Context: an optimization exercise on an open-source flow, tuned for small area, a short achievable clock period and few clock cycles. The choices shown serve that exercise and are no tape-out recipe.
The RTL was checked by simulation tests, not by an equivalence proof against the original design.
No activity file was given, so power comes from the tool's default toggle rates.

===== flow/run.sh =====
#!/bin/bash
# synth_recipe.tcl (not shown) runs the flow's synth.tcl, then flattens the netlist and writes it again
# the make line also repeats each setting of config.mk as NAME=value (left out here)
make -C /OpenROAD-flow-scripts/flow DESIGN_CONFIG=/design/flow/config.mk WORK_HOME=/design/flow/orfs CLKGATE_MAP_FILE= SYNTH_SCRIPT=/design/flow/synth_recipe.tcl finish

===== flow/config.mk =====
export PLATFORM = sky130hd
export DESIGN_NAME = gc_anim
export DESIGN_NICKNAME = gc_anim
export VERILOG_FILES = /design/flow/design.v
export SDC_FILE = /design/flow/constraint.sdc
export NUM_CORES = 4
export LEC_CHECK = 0
export CAP_MARGIN = 20
export CORE_MARGIN = 2
export CORE_UTILIZATION = 40
export PLACE_DENSITY = 0.6
export SLEW_MARGIN = 20

===== flow/constraint.sdc =====
create_clock -name core_clock -period 40.0 [get_ports {clk}]
set_input_delay 8.0000 -clock core_clock [delete_from_list [all_inputs] [get_ports {clk}]]
set_output_delay 8.0000 -clock core_clock [all_outputs]
set_load 0.01 [all_outputs]

===== flow/design.v =====
module gc_anim (
    input  wire        clk,
    input  wire        rst,          
    input  wire        bus_req,
    input  wire        bus_we,
    input  wire [7:0]  bus_addr,
    input  wire [31:0] bus_wdata,
    output reg         bus_ack,
    output reg         bus_err,
    output reg  [31:0] bus_rdata,
    output reg         rnd_req,
    output wire [7:0]  rnd_lo,
    output wire [7:0]  rnd_hi,
    input  wire        rnd_ack,
    input  wire [7:0]  rnd_data,
    output reg         px_valid,
    output reg         px_latch,
    output wire [23:0] px_color,
    input  wire        px_ready
);
    localparam [2:0] K_SOLID = 3'd0, K_PULSE = 3'd1, K_CYLON = 3'd2,
                     K_ALT   = 3'd3, K_FLICK = 3'd4, K_LAVA  = 3'd5;
    localparam [2:0] E_OK = 3'd0, E_UNSUP = 3'd1, E_ILLEGAL = 3'd2,
                     E_BADKIND = 3'd3, E_BADCOLOR = 3'd4;
    localparam [1:0] F_SOLID = 2'd0, F_CYLON = 2'd1, F_ALT = 2'd2, F_LAVA = 2'd3;
    localparam [2:0] X_COLL = 3'd0, X_COLR = 3'd1, X_LBG = 3'd2, X_BCOL = 3'd3, X_RES = 3'd4;
    function [20:0] c21(input [23:0] c);
        c21 = {c[22:16], c[14:8], c[6:0]};
    endfunction
    function [6:0] mix_ch(input [6:0] x, input [6:0] y, input [6:0] n);
        reg [13:0] t;
        reg [7:0]  s;
        integer i;
        begin
            t = 14'd0;
            for (i = 0; i < 7; i = i + 1)
                t = t + ({7'd0, (n[i] ? y : x)} << i);
            s = {1'b0, t[13:7]} + {1'b0, t[6:0]};
            mix_ch = t[13:7] + ((s >= 8'd127) ? 7'd1 : 7'd0);
        end
    endfunction
    function [6:0] morph_ch(input [6:0] x, input [6:0] y);
        morph_ch = (x < y) ? x + 7'd1 : (x > y) ? x - 7'd1 : x;
    endfunction
    function [20:0] morph21(input [20:0] b, input [20:0] t);
        morph21 = {morph_ch(b[20:14], t[20:14]), morph_ch(b[13:7], t[13:7]),
                   morph_ch(b[6:0], t[6:0])};
    endfunction
    function [6:0] edge_ch(input [6:0] c);
        edge_ch = {2'b00, c[6:2]} + ((c == 7'd127) ? 7'd1 : 7'd0);
    endfunction
    function valid_col(input [23:0] c);
        valid_col = (c[23] == 1'b0 && c[15] == 1'b0 && c[7] == 1'b0) ||
                    c == 24'h808080 || c == 24'h818181;
    endfunction
    function covered(input [3:0] i, input [3:0] bp, input [3:0] r);
        reg [3:0] d;
        begin
            d = i - bp;
            covered = ({1'b0, d} <= {1'b0, r}) || ((5'd16 - {1'b0, d}) <= {1'b0, r});
        end
    endfunction
    reg [2:0]  cfg_kind;
    reg [23:0] cfg_a, cfg_b;
    reg [31:0] cfg_speed;
    reg [2:0]  act_kind;
    reg [23:0] act_a, act_b;
    reg [31:0] act_speed;
    reg [31:0] now_r, next_due, last_delay;
    reg [23:0] opa, opb, res;
    reg [2:0]  st_err;
    reg        st_ran, st_init;
    reg [20:0] col_l, col_r;
    reg [6:0]  pc;
    reg        pup;
    reg        cdir;
    reg [3:0]  cpos;
    reg        aphase;           
    reg [31:0] fw;
    reg        fst;
    reg        fv0, fv2;         
    reg [20:0] lbg;
    reg [20:0] lbuf [0:15];      
    reg [2:0]  b_act;
    reg [4:0]  b_cd  [0:2];
    reg [3:0]  b_pos [0:2];
    reg [3:0]  b_r   [0:2];
    reg [20:0] b_col [0:2];
    localparam [4:0]
        S_IDLE = 5'd0,  S_FIN  = 5'd1,  S_X    = 5'd2,  S_XB   = 5'd3,
        S_WF   = 5'd4,  S_MX   = 5'd5,  S_MXA  = 5'd6,  S_EXA  = 5'd7,
        S_SOL  = 5'd8,  S_PF   = 5'd9,  S_PM   = 5'd10, S_CF   = 5'd11,
        S_CW   = 5'd12, S_AF   = 5'd13, S_FF   = 5'd14, S_FD   = 5'd15,
        S_F3   = 5'd16, S_F6   = 5'd17, S_LI0  = 5'd18, S_LI   = 5'd19,
        S_LB   = 5'd20, S_LH   = 5'd21, S_SP   = 5'd22, S_DS   = 5'd23;
    reg [4:0]  st;
    reg [4:0]  xret, xret2;
    reg [2:0]  xdst;
    reg        xprim;
    reg [1:0]  xcnt;
    reg        tick_init;
    reg [1:0]  lk;               
    reg [2:0]  lhit;             
    reg [1:0]  scnt;             
    reg        lo_r;             
    reg [6:0]  hi_r;             
    reg [20:0] pxc;
    reg [3:0]  idx;              
    reg [1:0]  fmode;
    reg [1:0]  mst;              
    reg        mpulse, mdim;
    reg [6:0]  mixn;
    reg [6:0]  drem;
    reg [3:0]  dcnt;
    reg        dbusy;
    assign rnd_lo   = {7'd0, lo_r};
    assign rnd_hi   = {1'b0, hi_r};
    assign px_color = {1'b0, pxc[20:14], 1'b0, pxc[13:7], 1'b0, pxc[6:0]};
    wire [3:0]  nidx = idx + 4'd1;
    wire [20:0] cyl_edge = {edge_ch(col_l[20:14]), edge_ch(col_l[13:7]), edge_ch(col_l[6:0])};
    wire [20:0] cyl_pix = (nidx == cpos) ? col_l :
                          ((cpos != 4'd15 && nidx == cpos + 4'd1) ||
                           (nidx != 4'd15 && nidx + 4'd1 == cpos)) ? cyl_edge : col_r;
    wire [20:0] alt_pix = ((nidx[0] == 1'b0) == aphase) ? col_l : col_r;
    reg [20:0] lava_px;
    integer k;
    always @(*) begin
        lava_px = morph21(tick_init ? 21'd0 : lbuf[0], lbg);
        for (k = 0; k < 3; k = k + 1)
            if (b_act[k] && covered(nidx, b_pos[k], b_r[k]))
                lava_px = morph21(lava_px, b_col[k]);
    end
    wire [20:0] mx_x = mpulse ? col_l : mdim ? 21'd0 : c21(opa);
    wire [20:0] mx_y = mpulse ? col_r : mdim ? c21(opa) : c21(opb);
    wire [6:0]  mx_n = mpulse ? pc : mixn;
    wire [6:0]  mx_xc = (mst == 2'd0) ? mx_x[20:14] : (mst == 2'd1) ? mx_x[13:7] : mx_x[6:0];
    wire [6:0]  mx_yc = (mst == 2'd0) ? mx_y[20:14] : (mst == 2'd1) ? mx_y[13:7] : mx_y[6:0];
    wire [6:0]  mx_q  = mix_ch(mx_xc, mx_yc, mx_n);
    wire [7:0] dv_r1 = {drem, last_delay[31]};
    wire       dv_q1 = dv_r1 >= 8'd127;
    wire [6:0] dv_s1 = dv_q1 ? dv_r1 - 8'd127 : dv_r1[6:0];
    wire [7:0] dv_r2 = {dv_s1, last_delay[30]};
    wire       dv_q2 = dv_r2 >= 8'd127;
    wire [6:0] dv_s2 = dv_q2 ? dv_r2 - 8'd127 : dv_r2[6:0];
    wire [3:0]  cmd_op  = bus_wdata[3:0];
    wire [6:0]  cmd_n   = bus_wdata[10:4];
    wire        cmd_ill = cmd_op[3] || (bus_wdata[31:11] != 21'd0) ||
                          (cmd_n != 7'd0 && cmd_op != 4'h3 && cmd_op != 4'h4);
    wire        addr_bad = (bus_addr[1:0] != 2'b00) || (bus_addr > 8'h44);
    reg [31:0] rd_val;
    always @(*) begin
        case (bus_addr[6:2])
            5'h01: rd_val = {26'd0, st_init, st_ran, 1'b0, st_err};
            5'h02: rd_val = {29'd0, cfg_kind};
            5'h03: rd_val = {8'd0, cfg_a};
            5'h04: rd_val = {8'd0, cfg_b};
            5'h05: rd_val = cfg_speed;
            5'h06: rd_val = {29'd0, act_kind};
            5'h07: rd_val = {8'd0, act_a};
            5'h08: rd_val = {8'd0, act_b};
            5'h09: rd_val = act_speed;
            5'h0A: rd_val = now_r;
            5'h0B: rd_val = next_due;
            5'h0C: rd_val = last_delay;
            5'h0D: rd_val = {8'd0, opa};
            5'h0E: rd_val = {8'd0, opb};
            5'h0F: rd_val = {8'd0, res};
            5'h10: rd_val = 32'd16;
            5'h11: rd_val = 32'd3;
            default: rd_val = 32'd0;
        endcase
    end
    wire        req_new = bus_req && !bus_ack && st == S_IDLE;
    wire        tk_init = (next_due == 32'd0);
    wire [31:0] tk_due  = tk_init ? now_r : next_due;
    wire        tk_run  = !(now_r < tk_due);
    wire        a_sent = act_a[23];
    wire        b_sent = act_b[23];
    wire [20:0] a21 = c21(act_a);
    wire [20:0] b21 = c21(act_b);
    wire        p15_done = px_latch || !px_valid || (idx == 4'd15 && px_ready);
    wire        frm_done = !px_valid || (px_latch && px_ready);
    wire [31:0] cyl_base = {5'd0, act_speed[31:5]};
    wire        cyl_bounce = cdir ? (cpos == 4'd0) : (cpos == 4'd15);
    wire        fl_lo = (fw == 32'd0) && fv0;
    wire        fl_hi = !fl_lo && (fw == act_speed) && fv2;
    wire [31:0] fl_w  = fv0 ? fw - 32'd1 : fv2 ? fw + 32'd1 : fw;
    wire [2:0]  lb_hit = {b_cd[2] == 5'd1, b_cd[1] == 5'd1, b_cd[0] == 5'd1};
    wire [1:0]  lh_k   = lhit[0] ? 2'd0 : lhit[1] ? 2'd1 : 2'd2;
    wire [6:0]  x_ch   = xprim ? {7{rnd_data[0]}} : rnd_data[6:0];
    integer m;
    always @(posedge clk) begin
        if (rst) begin
            st         <= S_IDLE;
            bus_ack    <= 1'b0;
            rnd_req    <= 1'b0;
            px_valid   <= 1'b0;
            px_latch   <= 1'b0;
            idx        <= 4'd15;
            mst        <= 2'd0;
            dbusy      <= 1'b0;
            cfg_kind   <= 3'd0;
            cfg_a      <= 24'd0;
            cfg_b      <= 24'd0;
            cfg_speed  <= 32'd0;
            act_kind   <= 3'd0;
            act_a      <= 24'd0;
            act_b      <= 24'd0;
            act_speed  <= 32'd0;
            now_r      <= 32'd0;
            next_due   <= 32'd0;
            last_delay <= 32'd0;
            opa        <= 24'd0;
            opb        <= 24'd0;
            res        <= 24'd0;
            st_err     <= 3'd0;
            st_ran     <= 1'b0;
            st_init    <= 1'b0;
        end else begin
            bus_ack <= 1'b0;
            if (rnd_req && rnd_ack)
                rnd_req <= 1'b0;
            if (px_valid && px_ready) begin
                if (px_latch)
                    px_valid <= 1'b0;
                else if (idx == 4'd15)
                    px_latch <= 1'b1;
                else begin
                    idx <= nidx;
                    case (fmode)
                    F_CYLON: pxc <= cyl_pix;
                    F_ALT:   pxc <= alt_pix;
                    F_LAVA: begin
                        pxc <= lava_px;
                        for (m = 0; m < 15; m = m + 1) lbuf[m] <= lbuf[m + 1];
                        lbuf[15] <= lava_px;
                    end
                    default: ;
                    endcase
                end
            end
            if (mst != 2'd0) begin
                mst <= (mst == 2'd2) ? 2'd0 : 2'd2;
                if (mpulse) begin
                    if (mst == 2'd1) pxc[13:7] <= mx_q; else pxc[6:0] <= mx_q;
                end else begin
                    if (mst == 2'd1) res[14:8] <= mx_q; else res[6:0] <= mx_q;
                end
            end
            if (dbusy) begin
                last_delay <= {last_delay[29:0], dv_q1, dv_q2};
                drem       <= dv_s2;
                dcnt       <= dcnt + 4'd1;
                if (dcnt == 4'd15) dbusy <= 1'b0;
            end
            case (st)
            S_IDLE: if (bus_req && !bus_ack) begin
                bus_err   <= 1'b0;
                bus_rdata <= 32'd0;
                if (addr_bad) begin
                    bus_err <= 1'b1;
                    bus_ack <= 1'b1;
                end else if (!bus_we) begin
                    bus_rdata <= rd_val;
                    bus_ack   <= 1'b1;
                end else begin
                    case (bus_addr[6:2])
                    5'h02: begin cfg_kind  <= bus_wdata[2:0];  bus_ack <= 1'b1; end
                    5'h03: begin cfg_a     <= bus_wdata[23:0]; bus_ack <= 1'b1; end
                    5'h04: begin cfg_b     <= bus_wdata[23:0]; bus_ack <= 1'b1; end
                    5'h05: begin cfg_speed <= bus_wdata;       bus_ack <= 1'b1; end
                    5'h0A: begin now_r     <= bus_wdata;       bus_ack <= 1'b1; end
                    5'h0D: begin opa       <= bus_wdata[23:0]; bus_ack <= 1'b1; end
                    5'h0E: begin opb       <= bus_wdata[23:0]; bus_ack <= 1'b1; end
                    5'h00: begin
                        if (cmd_ill) begin
                            st_err  <= E_ILLEGAL;
                            bus_ack <= 1'b1;
                        end else begin
                            case (cmd_op[2:0])
                            3'd0: begin st_err <= E_OK; bus_ack <= 1'b1; end
                            3'd1: begin
                                if (cfg_kind > K_LAVA)
                                    st_err <= E_BADKIND;
                                else if (!valid_col(cfg_a) || !valid_col(cfg_b))
                                    st_err <= E_BADCOLOR;
                                else begin
                                    st_err    <= E_OK;
                                    act_kind  <= cfg_kind;
                                    act_a     <= cfg_a;
                                    act_b     <= cfg_b;
                                    act_speed <= cfg_speed;
                                    next_due  <= 32'd0;
                                end
                                bus_ack <= 1'b1;
                            end
                            3'd2: begin
                                if (!tk_run) begin
                                    st_err  <= E_OK;
                                    st_ran  <= 1'b0;
                                    st_init <= 1'b0;
                                    bus_ack <= 1'b1;
                                end else begin
                                    next_due  <= tk_due;
                                    tick_init <= tk_init;
                                    case (act_kind)
                                    K_SOLID: begin
                                        last_delay <= act_speed;
                                        col_l <= a21;
                                        if (a_sent) begin
                                            xdst <= X_COLL; xprim <= act_a[16]; xcnt <= 2'd0;
                                            xret <= S_SOL; st <= S_X;
                                            rnd_req <= 1'b1; lo_r <= 1'b0; hi_r <= act_a[16] ? 7'd1 : 7'd127;
                                        end else begin
                                            px_valid <= 1'b1; px_latch <= 1'b0; idx <= 4'd0;
                                            fmode <= F_SOLID; pxc <= a21;
                                            st <= S_WF;
                                        end
                                    end
                                    K_PULSE: begin
                                        last_delay <= act_speed; drem <= 7'd0; dcnt <= 4'd0; dbusy <= 1'b1;
                                        mpulse <= 1'b1;
                                        if (tk_init) begin
                                            pc <= 7'd1; pup <= 1'b1;
                                            col_l <= a21; col_r <= b21;
                                            if (a_sent) begin
                                                xdst <= X_COLL; xprim <= act_a[16]; xcnt <= 2'd0;
                                                xret <= S_XB; xret2 <= S_PF; st <= S_X;
                                                rnd_req <= 1'b1; lo_r <= 1'b0; hi_r <= act_a[16] ? 7'd1 : 7'd127;
                                            end else if (b_sent) begin
                                                xdst <= X_COLR; xprim <= act_b[16]; xcnt <= 2'd0;
                                                xret <= S_PF; st <= S_X;
                                                rnd_req <= 1'b1; lo_r <= 1'b0; hi_r <= act_b[16] ? 7'd1 : 7'd127;
                                            end else begin
                                                px_valid <= 1'b1; px_latch <= 1'b0; idx <= 4'd0;
                                                fmode <= F_SOLID; pxc <= a21;
                                                st <= S_PM;
                                            end
                                        end else begin
                                            px_valid <= 1'b1; px_latch <= 1'b0; idx <= 4'd0;
                                            fmode <= F_SOLID;
                                            st <= S_PM;
                                            if (pup) begin
                                                pc <= pc + 7'd1;
                                                if (pc == 7'd126) begin
                                                    pup <= 1'b0;
                                                    col_l <= a21;
                                                    if (a_sent) begin
                                                        xdst <= X_COLL; xprim <= act_a[16]; xcnt <= 2'd0;
                                                        xret <= S_PM; st <= S_X;
                                                        rnd_req <= 1'b1; lo_r <= 1'b0; hi_r <= act_a[16] ? 7'd1 : 7'd127;
                                                    end
                                                end
                                            end else begin
                                                pc <= pc - 7'd1;
                                                if (pc == 7'd1) begin
                                                    pup <= 1'b1;
                                                    col_r <= b21;
                                                    if (b_sent) begin
                                                        xdst <= X_COLR; xprim <= act_b[16]; xcnt <= 2'd0;
                                                        xret <= S_PM; st <= S_X;
                                                        rnd_req <= 1'b1; lo_r <= 1'b0; hi_r <= act_b[16] ? 7'd1 : 7'd127;
                                                    end
                                                end
                                            end
                                        end
                                    end
                                    K_CYLON: begin
                                        last_delay <= cyl_base;
                                        if (tk_init) begin
                                            cdir <= 1'b0; cpos <= 4'd0;
                                            col_l <= a21; col_r <= b21;
                                            if (a_sent) begin
                                                xdst <= X_COLL; xprim <= act_a[16]; xcnt <= 2'd0;
                                                xret <= S_XB; xret2 <= S_CF; st <= S_X;
                                                rnd_req <= 1'b1; lo_r <= 1'b0; hi_r <= act_a[16] ? 7'd1 : 7'd127;
                                            end else if (b_sent) begin
                                                xdst <= X_COLR; xprim <= act_b[16]; xcnt <= 2'd0;
                                                xret <= S_CF; st <= S_X;
                                                rnd_req <= 1'b1; lo_r <= 1'b0; hi_r <= act_b[16] ? 7'd1 : 7'd127;
                                            end else begin
                                                px_valid <= 1'b1; px_latch <= 1'b0; idx <= 4'd0;
                                                fmode <= F_CYLON; pxc <= a21;
                                                st <= S_CW;
                                            end
                                        end else begin
                                            px_valid <= 1'b1; px_latch <= 1'b0; idx <= 4'd0;
                                            fmode <= F_CYLON; pxc <= cyl_pix;
                                            st <= S_CW;
                                        end
                                    end
                                    K_ALT: begin
                                        last_delay <= act_speed;
                                        aphase <= tk_init ? 1'b1 : !aphase;
                                        col_l <= a21; col_r <= b21;
                                        if (a_sent) begin
                                            xdst <= X_COLL; xprim <= act_a[16]; xcnt <= 2'd0;
                                            xret <= S_XB; xret2 <= S_AF; st <= S_X;
                                            rnd_req <= 1'b1; lo_r <= 1'b0; hi_r <= act_a[16] ? 7'd1 : 7'd127;
                                        end else if (b_sent) begin
                                            xdst <= X_COLR; xprim <= act_b[16]; xcnt <= 2'd0;
                                            xret <= S_AF; st <= S_X;
                                            rnd_req <= 1'b1; lo_r <= 1'b0; hi_r <= act_b[16] ? 7'd1 : 7'd127;
                                        end else begin
                                            px_valid <= 1'b1; px_latch <= 1'b0; idx <= 4'd0;
                                            fmode <= F_ALT; pxc <= (tk_init || !aphase) ? a21 : b21;
                                            st <= S_WF;
                                        end
                                    end
                                    K_FLICK: begin
                                        last_delay <= 32'd10;
                                        if (tk_init) begin
                                            fw <= {1'b0, act_speed[31:1]}; fst <= 1'b0;
                                            col_l <= a21; col_r <= b21;
                                            if (a_sent) begin
                                                xdst <= X_COLL; xprim <= act_a[16]; xcnt <= 2'd0;
                                                xret <= S_XB; xret2 <= S_FF; st <= S_X;
                                                rnd_req <= 1'b1; lo_r <= 1'b0; hi_r <= act_a[16] ? 7'd1 : 7'd127;
                                            end else if (b_sent) begin
                                                xdst <= X_COLR; xprim <= act_b[16]; xcnt <= 2'd0;
                                                xret <= S_FF; st <= S_X;
                                                rnd_req <= 1'b1; lo_r <= 1'b0; hi_r <= act_b[16] ? 7'd1 : 7'd127;
                                            end else begin
                                                px_valid <= 1'b1; px_latch <= 1'b0; idx <= 4'd0;
                                                fmode <= F_SOLID; pxc <= b21;
                                                st <= S_WF;
                                            end
                                        end else begin
                                            rnd_req <= 1'b1; lo_r <= 1'b0; hi_r <= 7'd2;
                                            st <= S_FD;
                                        end
                                    end
                                    default: begin   
                                        last_delay <= 32'd10;
                                        if (tk_init) begin
                                            b_act <= 3'b000;
                                            lbg <= b21;
                                            if (b_sent) begin
                                                xdst <= X_LBG; xprim <= act_b[16]; xcnt <= 2'd0;
                                                xret <= S_LI0; st <= S_X;
                                                rnd_req <= 1'b1; lo_r <= 1'b0; hi_r <= act_b[16] ? 7'd1 : 7'd127;
                                            end else begin
                                                lk <= 2'd0;
                                                rnd_req <= 1'b1; lo_r <= 1'b1; hi_r <= 7'd12;
                                                st <= S_LI;
                                            end
                                        end else begin
                                            lhit <= lb_hit;
                                            for (m = 0; m < 3; m = m + 1) b_cd[m] <= b_cd[m] - 5'd1;
                                            st <= S_LH;
                                        end
                                    end
                                    endcase
                                end
                            end
                            3'd3, 3'd4: begin
                                mixn   <= cmd_n;
                                mpulse <= 1'b0;
                                mdim   <= cmd_op[2];
                                st_err <= E_OK;
                                st     <= S_MX;
                            end
                            3'd5: begin
                                res <= {1'b0, morph_ch(opa[22:16], opb[22:16]),
                                        1'b0, morph_ch(opa[14:8],  opb[14:8]),
                                        1'b0, morph_ch(opa[6:0],   opb[6:0])};
                                st_err <= E_OK; bus_ack <= 1'b1;
                            end
                            3'd6: begin
                                st_err <= E_OK;
                                if (opa == 24'h808080 || opa == 24'h818181) begin
                                    xdst <= X_RES; xprim <= opa[16]; xcnt <= 2'd0;
                                    xret <= S_EXA; st <= S_X;
                                    rnd_req <= 1'b1; lo_r <= 1'b0; hi_r <= opa[16] ? 7'd1 : 7'd127;
                                end else begin
                                    res <= opa;
                                    bus_ack <= 1'b1;
                                end
                            end
                            default: begin st_err <= E_UNSUP; bus_ack <= 1'b1; end
                            endcase
                        end
                    end
                    default: begin    
                        bus_err <= 1'b1;
                        bus_ack <= 1'b1;
                    end
                    endcase
                end
            end
            S_X: if (rnd_ack) begin
                case (xdst)
                X_COLL: col_l <= {col_l[13:0], x_ch};
                X_COLR: col_r <= {col_r[13:0], x_ch};
                X_LBG:  lbg   <= {lbg[13:0], x_ch};
                X_BCOL: b_col[lk] <= {b_col[lk][13:0], x_ch};
                default: res  <= {res[15:0], 1'b0, x_ch};
                endcase
                xcnt <= xcnt + 2'd1;
                if (xcnt == 2'd2)
                    st <= xret;
                else
                    rnd_req <= 1'b1;
            end
            S_XB: begin
                if (b_sent) begin
                    xdst <= X_COLR; xprim <= act_b[16]; xcnt <= 2'd0;
                    rnd_req <= 1'b1; lo_r <= 1'b0; hi_r <= act_b[16] ? 7'd1 : 7'd127;
                    xret <= xret2; st <= S_X;
                end else
                    st <= xret2;
            end
            S_SOL: begin
                px_valid <= 1'b1; px_latch <= 1'b0; idx <= 4'd0;
                fmode <= F_SOLID; pxc <= col_l;
                st <= S_WF;
            end
            S_PF: begin
                px_valid <= 1'b1; px_latch <= 1'b0; idx <= 4'd0;
                fmode <= F_SOLID; pxc <= col_l;
                st <= S_PM;
            end
            S_CF: begin
                px_valid <= 1'b1; px_latch <= 1'b0; idx <= 4'd0;
                fmode <= F_CYLON; pxc <= cyl_pix;
                st <= S_CW;
            end
            S_AF: begin
                px_valid <= 1'b1; px_latch <= 1'b0; idx <= 4'd0;
                fmode <= F_ALT; pxc <= alt_pix;
                st <= S_WF;
            end
            S_FF: begin
                px_valid <= 1'b1; px_latch <= 1'b0; idx <= 4'd0;
                fmode <= F_SOLID; pxc <= col_r;
                st <= S_WF;
            end
            S_PM: if (p15_done) begin
                pxc[20:14] <= mx_q;
                mst <= 2'd1;
                st  <= S_WF;
            end
            S_CW: if (p15_done) begin
                if (cyl_bounce) begin
                    cdir <= !cdir;
                    last_delay <= {act_speed[31:5], 1'b0} + cyl_base;
                    if (cdir) cpos <= cpos + 4'd1;
                    else      cpos <= cpos - 4'd1;
                    col_l <= a21; col_r <= b21;
                    if (a_sent) begin
                        xdst <= X_COLL; xprim <= act_a[16]; xcnt <= 2'd0;
                        xret <= b_sent ? S_XB : S_WF; xret2 <= S_WF; st <= S_X;
                        rnd_req <= 1'b1; lo_r <= 1'b0; hi_r <= act_a[16] ? 7'd1 : 7'd127;
                    end else if (b_sent) begin
                        xdst <= X_COLR; xprim <= act_b[16]; xcnt <= 2'd0;
                        xret <= S_WF; st <= S_X;
                        rnd_req <= 1'b1; lo_r <= 1'b0; hi_r <= act_b[16] ? 7'd1 : 7'd127;
                    end else
                        st <= S_WF;
                end else begin
                    cpos <= cdir ? cpos - 4'd1 : cpos + 4'd1;
                    st <= S_WF;
                end
            end
            S_FD: if (rnd_ack) begin
                fv0 <= (rnd_data == 8'd0);
                fv2 <= (rnd_data == 8'd2);
                st  <= S_F3;
            end
            S_F3: begin
                st <= S_F6;
                if (fl_lo) begin
                    fw <= 32'd0;
                    col_l <= a21;
                    if (a_sent) begin
                        xdst <= X_COLL; xprim <= act_a[16]; xcnt <= 2'd0;
                        xret <= S_F6; st <= S_X;
                        rnd_req <= 1'b1; lo_r <= 1'b0; hi_r <= act_a[16] ? 7'd1 : 7'd127;
                    end
                end else if (fl_hi) begin
                    fw <= act_speed;
                    col_r <= b21;
                    if (b_sent) begin
                        xdst <= X_COLR; xprim <= act_b[16]; xcnt <= 2'd0;
                        xret <= S_F6; st <= S_X;
                        rnd_req <= 1'b1; lo_r <= 1'b0; hi_r <= act_b[16] ? 7'd1 : 7'd127;
                    end
                end else
                    fw <= fl_w;
            end
            S_F6: begin
                if ((fw > {1'b0, act_speed[31:1]}) != fst) begin
                    fst <= !fst;
                    px_valid <= 1'b1; px_latch <= 1'b0; idx <= 4'd0;
                    fmode <= F_SOLID; pxc <= fst ? col_r : col_l;
                    st <= S_WF;
                end else begin
                    bus_ack <= 1'b1;
                    st <= S_FIN;
                end
            end
            S_LI0: begin
                lk <= 2'd0;
                rnd_req <= 1'b1; lo_r <= 1'b1; hi_r <= 7'd12;
                st <= S_LI;
            end
            S_LI: if (rnd_ack) begin
                b_cd[lk] <= rnd_data[4:0];
                lk <= lk + 2'd1;
                if (lk == 2'd2)
                    st <= S_LB;
                else
                    rnd_req <= 1'b1;
            end
            S_LB: begin
                lhit <= lb_hit;
                for (m = 0; m < 3; m = m + 1) b_cd[m] <= b_cd[m] - 5'd1;
                st <= S_LH;
            end
            S_LH: begin
                if (lhit == 3'b000) begin
                    px_valid <= 1'b1; px_latch <= 1'b0; idx <= 4'd0;
                    fmode <= F_LAVA; pxc <= lava_px;
                    for (m = 0; m < 15; m = m + 1) lbuf[m] <= lbuf[m + 1];
                    lbuf[15] <= lava_px;
                    st <= S_WF;
                end else begin
                    lk <= lh_k;
                    lhit[lh_k] <= 1'b0;
                    rnd_req <= 1'b1;
                    if (!b_act[lh_k]) begin
                        b_act[lh_k] <= 1'b1;
                        lo_r <= 1'b0; hi_r <= 7'd15;
                        scnt <= 2'd0;
                        st <= S_SP;
                    end else begin
                        b_act[lh_k] <= 1'b0;
                        lo_r <= 1'b1; hi_r <= 7'd12;
                        st <= S_DS;
                    end
                end
            end
            S_DS: if (rnd_ack) begin
                b_cd[lk] <= rnd_data[4:0];
                st <= S_LH;
            end
            S_SP: if (rnd_ack) begin
                scnt <= scnt + 2'd1;
                case (scnt)
                2'd0: begin
                    b_pos[lk] <= rnd_data[3:0];
                    rnd_req <= 1'b1; lo_r <= 1'b0; hi_r <= 7'd15;
                end
                2'd1: begin
                    b_r[lk] <= rnd_data[3:0];
                    rnd_req <= 1'b1; lo_r <= 1'b1; hi_r <= 7'd24;
                end
                default: begin
                    b_cd[lk] <= rnd_data[4:0];
                    b_col[lk] <= a21;
                    if (a_sent) begin
                        xdst <= X_BCOL; xprim <= act_a[16]; xcnt <= 2'd0;
                        xret <= S_LH; st <= S_X;
                        rnd_req <= 1'b1; lo_r <= 1'b0; hi_r <= act_a[16] ? 7'd1 : 7'd127;
                    end else
                        st <= S_LH;
                end
                endcase
            end
            S_MX: begin
                res[23:16] <= {1'b0, mx_q};
                res[15]    <= 1'b0;
                res[7]     <= 1'b0;
                mst <= 2'd1;
                st  <= S_MXA;
            end
            S_MXA: begin
                bus_ack <= 1'b1;         
                st <= S_IDLE;
            end
            S_EXA: begin
                bus_ack <= 1'b1;
                st <= S_IDLE;
            end
            S_WF: if (frm_done && !(dbusy && dcnt != 4'd15)) begin
                bus_ack <= 1'b1;
                st <= S_FIN;
            end
            S_FIN: begin
                next_due   <= next_due + last_delay;
                st_ran     <= 1'b1;
                st_init    <= tick_init;
                st_err     <= E_OK;
                st         <= S_IDLE;
            end
            default: st <= S_IDLE;
            endcase
        end
    end
endmodule

==> Flow_metrics.wiki <==
{| class="wikitable"
! Metric !! Value
|-
| Count of cell types in the netlist || 111
|-
| Buffers and inverters on the worst path || 2
|-
| Global-route wire length before repair || 407 mm
|-
| Clock sink count || 1,031
|-
| Clock tree from TritonCTS || done
|-
| Detailed Route Iter0 Violations || 8,812
|-
| Transition time of the tightest slew-check pin || 1.19 ns
|-
| Initial antenna violation count || 25
|-
| Commonest register cell after synthesis || edfxtp_1
|-
| CP endpoint kind || register
|-
| Synthesis-to-finish area growth || 11.1%
|-
| Largest area contributor in the netlist || edfxtp_1
|-
| Cell count after synthesis || 8,213
|-
| Die X || 419 µm
|-
| Tcrit/Tclk final || 0.331
|-
| Final Setup Violations || 0
|-
| Fraction of synthesis flops using an asynchronous set or reset pin || 0
|-
| Arr. time, crit path || 13.73 ns
|-
| Core Region || 171,000 µm²
|-
| Filler cell count || 16,900
|-
| Combined global-route utilization of all metal layers || 0.310
|-
| Ranking of synthesized cells by area || edfxtp_1 (29%), nand2_1 (11%), dfxtp_1 (10%), ha_1 (6.8%), a21oi_1 (5.3%)
|-
| Post-Layout Inst Area || 76,400 µm²
|-
| Regs by FF count || lbuf (336), b_col (77)
|-
| Maximum net fanout on the critical path || 24
|-
| Final critical delay including setup and external delays || 13.22 ns
|-
| Half-perimeter wire length of the detailed placement result || 200 mm
|-
| Vias post-DR || 64,700
|-
| Number of post-CTS setup repair buffers || 0
|-
| Setup TNS || 0 ns
|-
| # resized after CTS || 0
|-
| Critical path required time || 40.51 ns
|-
| Number of buffers created by CTS || 116
|-
| Flip-flop count of the largest register, all copies and words added || 336
|-
| Number of port buffers || 119
|-
| Kind of cell adding the most delay to the critical path || simple AND/OR/NAND/NOR gates
|-
| Worst slew margin || 0.204
|-
| Largest stage delay on the critical path || 0.95 ns
|-
| Clock-pin transition on the worst setup and hold timing paths || 0.06 ns
|-
| Leak Pwr || 29.6 nW
|-
| Number of levels the H-tree was split into || 3
|-
| Largest net degree at the start of global routing || 104
|-
| Share of layout cells above drive strength 1 || 0.0690
|-
| Cell chain of the critical path || clkdlybuf4s50_1 > nor4_1 > nand4_1 > or4_1 > a21oi_1 > nand4_1 > nor3_2 > buf_4 > nand3_1 > a21oi_1 > a22oi_1 > or3_1
|-
| Total grt overflow || 0
|-
| Vertical die dimension || 419 µm
|-
| Worst voltage drop across the vdd grid || 0.0309 mV
|-
| Largest Register || lbuf
|-
| Final Wtd Congestion || 1.04
|-
| Vias in the first global route || 60,700
|-
| Critical path startpoint category || primary input
|-
| Root buf cell || clkbuf_16
|-
| Classification of the worst setup path || primary input to register
|-
| Clock Path Buffers || 3
|-
| Setup repair after global routing missed its margin || no
|-
| Average via count per standard cell || 6.14
|-
| Post-Syn Area per Cell || 8.38 µm²
|-
| Initial core utilization || 0.402
|-
| Number of enable flip-flop cells after synthesis || 674
|-
| Net count of the finished layout || 8,582
|-
| Number of placement rows || 152
|-
| Worst skew pair latency || 0.80 ns
|-
| Wirelength per Cell || 26.5 µm
|-
| Highest achievable clock rate || 75.6 MHz
|-
| IO Count || 131
|-
| Post-DRT Antenna Nets || 0
|-
| Final Hold Viols || 0
|-
| Area of placed instances || 72,500 µm²
|-
| Final routed DRC violation total || 0
|-
| Total detailed-routing wirelength || 280 mm
|-
| Number of slew-limit violations in the final report || 0
|-
| Number of warnings issued by yosys || 2
|-
| Combined area of the multi-input logic cells || 38,400 µm²
|-
| Sequential-to-total area share from yosys stat || 0.398
|-
| First drt pass iteration count || 9
|-
| Share of Yosys cell area claimed by the top area cell type || 0.294
|-
| Cell with the largest stage delay on the worst path || a21oi_1
|-
| Path type of the worst min-delay path || register to register
|-
| Power per Cell Area || 31.2 nW/µm²
|-
| Post-route clock skew || 0.0294 ns
|-
| Sequential cell area in the final layout || 27,400 µm²
|-
| Post-Syn Area || 68,800 µm²
|-
| Run status || no timing/DRC/antenna violations
|-
| Die area || 175,000 µm²
|-
| FF+latch count, synth || 1,031
|-
| Hold buffers post-CTS || 0
|-
| Number of maximum-capacitance constraint violations || 0
|}
[cells in the mapped netlist (46+ instances only)]
library cell and n:
nand2_1 1956, a21oi_1 726, edfxtp_1 674, nor2_1 542, clkbuf_1 464, o21ai_0 395
ha_1 376, dfxtp_1 357, inv_1 343, nor3_1 159, xnor2_1 148, mux2i_1 145
nand3_1 121, xor2_1 112, a221oi_1 93, nor2b_1 83, nand4_1 79, nand2b_1 78
and3_1 76, a21o_1 75, nor4_1 74, o22ai_1 72, a31oi_1 71, a222oi_1 70
a22oi_1 69, a211oi_1 57, a22o_1 55, mux2_2 49, o221ai_1 49, or3_1 46
[final timing paths]
check	end	start	slack, ns	depth (start not counted)
setup / recovery	pxc[2]	bus_wdata[3]	26.78	12
hold / removal	act_speed[15]	act_speed[15]	0.46	2
setup reg to reg	pxc[13]	tick_init	28.54	38
hold reg to reg	act_speed[15]	act_speed[15]	0.46	2
[layer usage]
metal | vias to the layer above | track usage | share of wire
met1 | 31000 | 0.385 | 0.39
met3 | 980 | 0.0722 | 0.096
met4 | 16 | 0.225 | 0.085
met2 | 3502 | 0.471 | 0.43
met5 | - | 0 | 0.00039
li1 | 29300 | - | -
[layout make-up]
cell class	count	area share
inverters	347	0.0171
diodes	10	0.000327
clock inverters	76	0.00910
well taps	2310	0.0378
flip-flops and latches	1031	0.358
multi-input cells	6319	0.502
repair buffers	303	0.0339
clock buffers	144	0.0413
[logic make-up (layout without fill, tap and decap cells)]
group / Yosys count / count (layout) / share of synthesized area
and+or+nand+nor: 3353 / 3353 / 0.212
DFF: 1031 / 1031 / 0.398
buffers and inverters: 873 / 870 / 0.0486
xor gates and xnor gates: 267 / 267 / 0.0350
muxes: 218 / 218 / 0.0362
adders and majority gates: 411 / 411 / 0.0784
other: 1 / 21 / 0.0000545
AOI/OAI and AO/OA: 2059 / 2059 / 0.192
[worst reg2reg max path: cells and delay by family (launching register included)]
family / cells / cell delay [ns]
mux: 2 / 0.24
buf+inv: 4 / 1.05
simple gates: 11 / 2.70
compound gates: 12 / 3.13
fa+ha+maj: 5 / 1.67
flops: 1 / 0.36
xor+xnor: 4 / 2.06
[per-stage QoR]
stage / hold WS (ns) / utilization / instances / worst slack (ns) / power, mW
after floorplan: 0.431 / - / 8223 / 20.26 / 1.26
after global placement: 0.446 / 0.423 / 10300 / 26.38 / 1.29
after detailed placement: 0.449 / 0.423 / 10300 / 26.23 / 1.29
after CTS: 0.458 / 0.446 / 10500 / 27.01 / 2.40
after global routing: 0.488 / 0.446 / 10500 / 26.75 / 2.45
final: 0.461 / 0.446 / 10500 / 26.78 / 2.39
[cells in the final DEF (no fill, tap or decap), drive strengths merged, types with 72 or more instances in the layout]
cell / n
nand2: 1957
a21oi: 728
edfxtp: 674
nor2: 542
o21ai: 406
ha: 376
inv: 361
dfxtp: 357
buf: 184
nor3: 159
mux2i: 150
xnor2: 149
clkbuf: 145
nand3: 121
clkdlybuf4s50: 118
xor2: 115
a221oi: 93
nor2b: 83
nand4: 79
nand2b: 79
and3: 76
a21o: 75
nor4: 74
o22ai: 72
[power by group]
group | internal, mW | leakage [nW] | switching, mW
clock network | 0.621 | 1.89 | 0.494
logic | 0.0328 | 18.4 | 0.0705
registers | 1.16 | 9.35 | 0.0137
total | 1.81 | 29.6 | 0.578
Testbench counts, summed over its fixed seeds: cycles 87,501.

==> static timing again, ports no longer ideal <==
How much do the figures lean on ideal ports? The routed layout below was timed once more, with nothing changed but the port constraints.
Step 1 (the two cells are an assumption about what drives the block):
set clk [get_ports {clk}]
set_driving_cell -lib_cell sky130_fd_sc_hd__clkbuf_16 $clk
set_driving_cell -lib_cell sky130_fd_sc_hd__buf_2 [delete_from_list [all_inputs] $clk]
Step 2 times the ports against the registers' clock, not the clock port: input delays grow and output delays shrink by t, the midpoint of the rising clock arrivals with the driver on.
a / b / c = no drivers / after step 1 / after step 2; a / b = the first two.
t (ns): 0.869
setup slack, ns: 26.778 / 26.847 / 25.977
slew at the worst register clock pin (ns): 0.07 / 0.07
worst slew at a driven data input, ns: 0.33
cell pins on the clock port's net: 1
After both steps setup and hold are still met in this run. For this run, drivers alone change the setup slack by +0.069 ns; drivers and shift together by -0.801 ns.
